Context: an optimization exercise on an open-source flow, tuned for small area, a short achievable clock period and few clock cycles. The choices shown serve that exercise and are no tape-out recipe.
Only simulation tests tie the RTL to the original design; equivalence was not proved.
Power figures rest on the tool's default switching activity, not on a simulated workload.

Setup of run 1:
==> flow/design.v (excerpt) <==
module scc_lnkdec (
    input  wire        clk,
    input  wire        rst,
    input  wire        start,
    input  wire        use_crc,
    input  wire [31:0] rxlen,
    input  wire [31:0] explen,
    output wire        ready,
    output wire        done,
    output wire [31:0] nvalid,
    output wire [31:0] ninvalid,
    output wire [31:0] reclen,
    input  wire        in_valid,
    output wire        in_ready,
    input  wire [31:0] in_data,
    output wire        out_valid,
    input  wire        out_ready,
    output wire [31:0] out_data,
    output wire        vm_valid,
    input  wire        vm_ready,
    output wire [31:0] vm_data
);
Size: roughly 2600 cells after synthesis, ~340 flip-flops, about 23000 um^2 of cells after synthesis.
Settings: LEC_CHECK=0, CAP_MARGIN=20, CORE_MARGIN=2, CORE_UTILIZATION=60, PLACE_DENSITY=0.65, SETUP_SLACK_MARGIN=5, SLEW_MARGIN=20; clock period 10.0 ns.
standard.sh (not shown) runs the stock make flow with config.mk's settings and CLKGATE_MAP_FILE= SYNTH_SCRIPT=/design/flow/synth_recipe.tcl, a recipe that flattens the netlist after the stock synthesis.
==> flow/flow/run.sh <==
#!/bin/bash
# Standard layout with two changes: the port buffers are buf_2 cells, and
# timing repair aims at a larger setup margin.
bash standard.sh SETUP_SLACK_MARGIN=6.5 "BUFFER_PORTS_ARGS=-buffer_cell sky130_fd_sc_hd__buf_2" finish > standard.log 2>&1
Testbench counts of run 1, summed over its fixed seeds: cycles 5,988.
Input-level comparison between run 2 and run 1:
Settings: a change of CORE_UTILIZATION from 60 to 55; a change of PLACE_DENSITY from 0.65 to 0.75.
==> results.txt <==
- Going from run 1 to run 2, arrival time reported for the critical path endpoint grows by 40 ps.
- No run among run 2 and run 1 stopped early or left any final violation; all are clean.
- Run 2 vs. run 1: non-filler instance count after layout closely matched the old numbers, DRC violation total after the first TritonRoute iteration decreased by 506 relative to the old numbers, portion of the clock cycle consumed by the worst path in the final layout increased by 0.32 points relative to the old numbers.
- Diff run 1 -> run 2: sequential area share after synthesis level; internal power has remained practically unchanged.
- Relative to run 1, the count of clock-buffer cells in the layout measured on run 2 has decreased by a few percent.
- Any difference in clock network power between run 1 and run 2 is small enough to ignore.
Input changes introduced in run 3 (baseline for comparison: run 2):
Settings: PLACE_DENSITY: 0.75 -> 0.85; CORE_UTILIZATION: 55 -> 70.
Results
Delta (run 3 minus run 2): final cell count fell by 61; count of clock-buffer cells in the layout fell by about 22%; power rose by 0.86%; area of combinational cells with multiple inputs rose by 1.7%; final critical-path required period rose by 560 ps.
Compared with run 2, run 3 shows fmax lower by 13%.
Worst setup slack: run 3 lower than run 2
Placed cell area: run 3 < run 2
## Diff of input files: run 4 against run 3
Settings: CORE_UTILIZATION changed from 70 to 60; PLACE_DENSITY changed from 0.85 to 0.75.
==> flow/flow/run.sh <==
#!/bin/bash
# Standard layout, with timing repair aimed at a larger setup margin.
bash standard.sh SETUP_SLACK_MARGIN=6.5 finish > standard.log 2>&1
==> results.txt <==
Run 4 completed end to end with timing, DRC and antenna clean.
In run 4, clock distribution power is higher than in run 3.
Run 4 gives less sequential cell area share than run 3 did.
Measured against each other, run 4 and run 3 differ in slack of the critical path, the higher figure coming from run 4.
| routed length per instance | run 4 vs run 3 | 1.3 um lower |
Summary of run 4 over run 3: first-pass GRT wire length went up, final estimated routing congestion in global placement went down, met1 demand-to-capacity share in global routing went down.
Looking at overall via count from detail_route across run 4 and run 3, the one that comes out higher is run 3.
After synthesis and placement, the instance count of run 4 is above that of run 3.
met3 layer usage reported by global route in run 4 is 2.3 points lower than in run 3
Run 3 ended up with flop to flop as its critical setup path kind; run 4 ended up with input port to flop.
Compared with run 3, run 4 shows combinational power higher by about 20%.

========
== main ==
scc_lnkdec again, from the RTL that the note above started with.
## scc_lnkdec
module scc_lnkdec (
    input  wire        clk,
    input  wire        rst,
    input  wire        start,
    input  wire        use_crc,
    input  wire [31:0] rxlen,
    input  wire [31:0] explen,
    output wire        ready,
    output wire        done,
    output wire [31:0] nvalid,
    output wire [31:0] ninvalid,
    output wire [31:0] reclen,
    input  wire        in_valid,
    output wire        in_ready,
    input  wire [31:0] in_data,
    output wire        out_valid,
    input  wire        out_ready,
    output wire [31:0] out_data,
    output wire        vm_valid,
    input  wire        vm_ready,
    output wire [31:0] vm_data
);
    function [3:0] ham_dec(input [6:0] c);
        reg [2:0] s;
        reg [3:0] f;
        begin
            s[2] = c[6] ^ c[5] ^ c[3] ^ c[2];    
            s[1] = c[6] ^ c[4] ^ c[3] ^ c[1];    
            s[0] = c[5] ^ c[4] ^ c[3] ^ c[0];    
            case (s)
                3'd6:    f = 4'b1000;            
                3'd5:    f = 4'b0100;            
                3'd3:    f = 4'b0010;            
                3'd7:    f = 4'b0001;            
                default: f = 4'b0000;            
            endcase
            ham_dec = c[6:3] ^ f;
        end
    endfunction
  ...
clock: 10.0 ns
lec_check: 0
cap_margin: 20
core_margin: 2
core_utilization: 50
place_density: 0.7
setup_slack_margin: 5
slew_margin: 20
==> flow/flow/run.sh <==
#!/bin/bash
# Standard layout with two changes: the port buffers are buf_1 cells, and
# timing repair aims at a larger setup margin.
bash standard.sh SETUP_SLACK_MARGIN=6.5 "BUFFER_PORTS_ARGS=-buffer_cell sky130_fd_sc_hd__buf_1" finish > standard.log 2>&1
main: all stages complete, timing, DRC and antenna checks passed
Testbench counts of main, summed over its fixed seeds: cycles 5,988.
diff inputs: main => the feature branch
- CORE_UTILIZATION: 50 -> 60
- PLACE_DENSITY: 0.7 -> 0.75
==> flow/flow/run.sh <==
#!/bin/bash
# Standard layout, with timing repair aimed at a larger setup margin.
bash standard.sh SETUP_SLACK_MARGIN=6 finish > standard.log 2>&1
Re routed length per placed instance: the feature branch and main aren't equal, and the lower value belongs to main. Comparing the feature branch and main, die outline width is higher on main. Sort the feature branch and main by worst hold slack asc -> top: main. Largest stage delay on the critical path: higher on the feature branch. The post-route met1 wirelength in the feature branch sits 2.6% below the value recorded for main. The feature branch and main ended up with nearly the same via count. The feature branch and main ended up with roughly the same area taken by flip-flops and latches.

==> port drivers added, routing unchanged <==
How much do the figures lean on ideal ports? The routed layouts below were timed once more, with nothing changed but the port constraints. Step 1, drivers: a clkbuf_16 drives clk and a buf_2 each remaining input, both assumed. Step 2, shift: input delay + t, output delay - t, t = (earliest + latest rising clock arrival at the registers) / 2. This alone moves slack from input paths to output paths. Slacks: no drivers / after step 1 / after step 2; pairs: no drivers / after step 1.
| run | t (ns) | setup slack, ns | worst register clock-pin slew, ns |
|---|---|---|---|
| run 1 | 0.633 | 6.411 / 6.429 / 5.796 | 0.06 / 0.06 |
| run 2 | 0.650 | 6.379 / 6.398 / 5.748 | 0.07 / 0.07 |
| run 3 | 0.623 | 5.818 / 5.818 / 5.421 | 0.07 / 0.07 |
| run 4 | 0.641 | 6.340 / 6.363 / 5.724 | 0.07 / 0.07 |
| main | 0.645 | 6.291 / 6.329 / 5.684 | 0.07 / 0.07 |
| the feature branch | 0.637 | 6.075 / 6.060 / 5.479 | 0.07 / 0.07 |
After both steps every run listed still meets setup and hold. The setup slack of run 2, which loses most, moves by +0.019 ns with the drivers and by -0.631 ns with both steps.
